From an optimization exercise on the open Yosys and OpenROAD flow, aimed at small area, a short achievable clock period and few clock cycles; shortcuts taken in it are not production practice.
The RTL was checked by simulation tests, not by an equivalence proof against the original design.
Power is estimated from default activity; no workload was simulated.

==> trial 70 <==
// novahash_core
module novahash_core (
    input  wire        clk,
    input  wire        rst,
    input  wire        cmd_valid,
    input  wire [31:0] cmd_data,
    output reg         resp_valid,
    output reg  [3:0]  resp_code,
    input  wire [5:0]  rd_addr,
    output reg  [31:0] rd_data
);
    localparam [31:0] P1  = 32'h9E3779B1;
    localparam [31:0] P2  = 32'h85EBCA77;
    localparam [31:0] IV0 = 32'h243F6A88;
    localparam [31:0] IV1 = 32'hB7E15162;
    localparam [31:0] IV2 = 32'h9E3779B9;
    localparam [31:0] IV3 = 32'h6A09E667;
    localparam [31:0] T2IV = 32'h68D5F305;    
    localparam [3:0] R_OK      = 4'd0;
    localparam [3:0] R_INVLEN  = 4'd1;
    localparam [3:0] R_EMPTY   = 4'd2;
    localparam [3:0] R_ILLEGAL = 4'd3;
    localparam [3:0] R_SEQ     = 4'd4;
    localparam [3:0] R_OVF     = 4'd5;
    localparam [1:0] PH_IDLE   = 2'd0;
    localparam [1:0] PH_ABSORB = 2'd1;
  ...
==> flow/config.mk <==
export PLATFORM = sky130hd
export DESIGN_NAME = novahash_core
export DESIGN_NICKNAME = novahash_core
export VERILOG_FILES = /design/flow/design.v
export SDC_FILE = /design/flow/constraint.sdc
export NUM_CORES = 8
export LEC_CHECK = 0
export ABC_AREA = 1
export CAP_MARGIN = 20
export CORE_MARGIN = 2
export CORE_UTILIZATION = 30
export CTS_CLUSTER_DIAMETER = 80
export CTS_CLUSTER_SIZE = 24
export GPL_ROUTABILITY_DRIVEN = 1
export SETUP_SLACK_MARGIN = 4.7
export SLEW_MARGIN = 20
==> flow/constraint.sdc <==
create_clock -name core_clock -period 12.0 [get_ports {clk}]
set_input_delay 2.4000 -clock core_clock [delete_from_list [all_inputs] [get_ports {clk}]]
set_output_delay 2.4000 -clock core_clock [all_outputs]
set_load 0.01 [all_outputs]
standard.sh (not shown) runs the stock make flow with config.mk's settings and CLKGATE_MAP_FILE= SYNTH_SCRIPT=/design/flow/synth_recipe.tcl, a recipe that flattens the netlist after the stock synthesis.
==> flow/flow/run.sh <==
#!/bin/bash
# Layout flow: the standard flow (standard.sh, unchanged synthesis), except
# that the port buffers are inserted as sky130_fd_sc_hd__buf_4 cells instead of
# the default choice (a delay cell), which the footprint-preserving repair
# cannot always resize. Each step's output goes to its own log file here.
set -euo pipefail
export BUFFER_PORTS_ARGS="-buffer_cell sky130_fd_sc_hd__buf_4"
bash standard.sh synth > synth.log 2>&1
bash standard.sh finish > layout.log 2>&1
==> inputs of trial 34, as changes to trial 70 <==
--- a/flow/design.v
+++ b/flow/design.v
@@ -1183,17 +1183,17 @@
     wire [22:0] dx    = meff * 14'd10000;
     wire        dload = !dval || (meff != dm) || (nmin != dn);
     wire [10:0] r1    = {drem, dq[13]};
     wire [11:0] s1    = {1'b0, r1} - {2'b0, dn};
     wire [9:0]  r1n   = s1[11] ? r1[9:0] : s1[9:0];
     wire [10:0] r2    = {r1n, dq[12]};
     wire [11:0] s2    = {1'b0, r2} - {2'b0, dn};
     wire [9:0]  r2n   = s2[11] ? r2[9:0] : s2[9:0];
-    wire        dready = !dload && (ddone || dcnt == 3'd6);
+    wire        dready = ddone && !dload;
     wire       slow  = (state == S_SLA) || (state == S_SLB) || (state == S_SLC);
     wire [5:0] iaddr = (state == S_SLA) ? {2'b10, sa[8:5]} : {2'b11, sb[8:5]};
     wire [5:0] raddr = slow ? iaddr : rd_addr;
     wire       wr_a  = (state == S_MAT) ? !mat_b : (state == S_READY && alen != 7'd64);
     wire       wr_b  = (state == S_MAT) ?  mat_b : (state == S_READY && blen != 7'd64);
     wire [5:0] wa_i  = (state == S_MAT) ? mi : alen[5:0];
     wire [5:0] wb_i  = (state == S_MAT) ? mi : blen[5:0];
     wire [7:0] wdat  = (state == S_MAT) ? gch : cbyte;
==> flow/run.sh (new file) <==
#!/bin/bash
# synth_recipe.tcl (not shown) runs the flow's synth.tcl, then flattens the netlist and writes it again
# the make line also repeats each setting of config.mk as NAME=value (left out here)
make -C /OpenROAD-flow-scripts/flow DESIGN_CONFIG=/design/flow/config.mk WORK_HOME=/design/flow/orfs CLKGATE_MAP_FILE= SYNTH_SCRIPT=/design/flow/synth_recipe.tcl finish
removed: flow/flow/run.sh
removed: flow/standard.sh
==> inputs of trial 96, as changes to trial 70 <==
==> flow/run.sh (new file) <==
#!/bin/bash
# synth_recipe.tcl (not shown) runs the flow's synth.tcl, then flattens the netlist and writes it again
# the make line also repeats each setting of config.mk as NAME=value (left out here)
make -C /OpenROAD-flow-scripts/flow DESIGN_CONFIG=/design/flow/config.mk WORK_HOME=/design/flow/orfs CLKGATE_MAP_FILE= SYNTH_SCRIPT=/design/flow/synth_recipe.tcl finish
removed: flow/flow/run.sh
removed: flow/standard.sh
==> run notes <==
status complete, no violations; Sw Ratio 0.371; Area growth syn-to-layout 17.8%; Hold Path End dcnt[2]; Area after DPL 102000 um^2; # nets final between 10000 and 15000; number of buffers created by CTS 93; part of the power in registers 0.432; worst ir drop on vdd 0.000147 V; most frequent cells in the layout nand2_1, inv_1, edfxtp_1; Crit. path cell count 18; synthesized instance count between 10000 and 15000; global-route met2 utilization 0.346; First DRT Iteration DRCs roughly 12000
# the run above: trial 70

==> run notes <==
Hold Path End dcnt[0]; Area after DPL approximately 100000 um^2; most frequent cells in the layout nand2_1, inv_1, edfxtp_1; status complete, no violations; part of the power in registers 0.426; number of buffers created by CTS 91; First DRT Iteration DRCs 11961; # nets final between 10000 and 15000
# the run above: trial 96

==> run notes <==
status complete, no violations; Area after DPL 103000 um^2; global-route met2 utilization 0.366; Crit. path cell count 18; EDFF count, synth between 1000 and 1500; number of buffers created by CTS 97; worst ir drop on vdd 0.000125 V; Post-synth top cells nand2_1, inv_1, edfxtp_1; Sw Ratio 0.304; First DRT Iteration DRCs 12048; design area 115000 um^2; # nets final between 10000 and 15000; Area growth syn-to-layout 19.1%; part of the power in registers 0.486; synthesized instance count 11148
# the run above: trial 34

Testbench counts of trial 70, summed over its fixed seeds: cycles 5,932.
Testbench counts of trial 34, summed over its fixed seeds: cycles 5,940.
Testbench counts of trial 96, summed over its fixed seeds: cycles 5,932.

==> afterwards: timing with drivers on the ports <==
No port has a modelled driver above. Below, the same layouts with a new extraction and two added sets of constraints.
Step 1 (the two cells are an assumption about what drives the block):
set clk [get_ports {clk}]
set_driving_cell -lib_cell sky130_fd_sc_hd__clkbuf_16 $clk
set_driving_cell -lib_cell sky130_fd_sc_hd__buf_2 [delete_from_list [all_inputs] $clk]
Step 2 also shifts input and output timing later by t, the mid clock arrival at the registers, as if the neighbouring blocks saw the same clock.
Slacks: no drivers / after step 1 / after step 2; pairs: no drivers / after step 1.
run | t, ns | slack for setup (ns) | worst setup path after step 2 | worst register clock-pin slew, ns | worst slew at a driven data input, ns
trial 70 | 0.853 | 4.512 / 4.474 / 3.996 | input to register | 0.11 / 0.11 | 0.15
trial 34 | 0.897 | 4.663 / 4.641 / 3.811 | input to register | 0.10 / 0.10 | 0.26
trial 96 | 0.868 | 4.520 / 4.479 / 3.973 | input to register | 0.11 / 0.11 | 0.12
After both steps every run listed still meets setup and hold. The setup slack of trial 34, which loses most, moves by -0.022 ns with the drivers and by -0.852 ns with both steps.
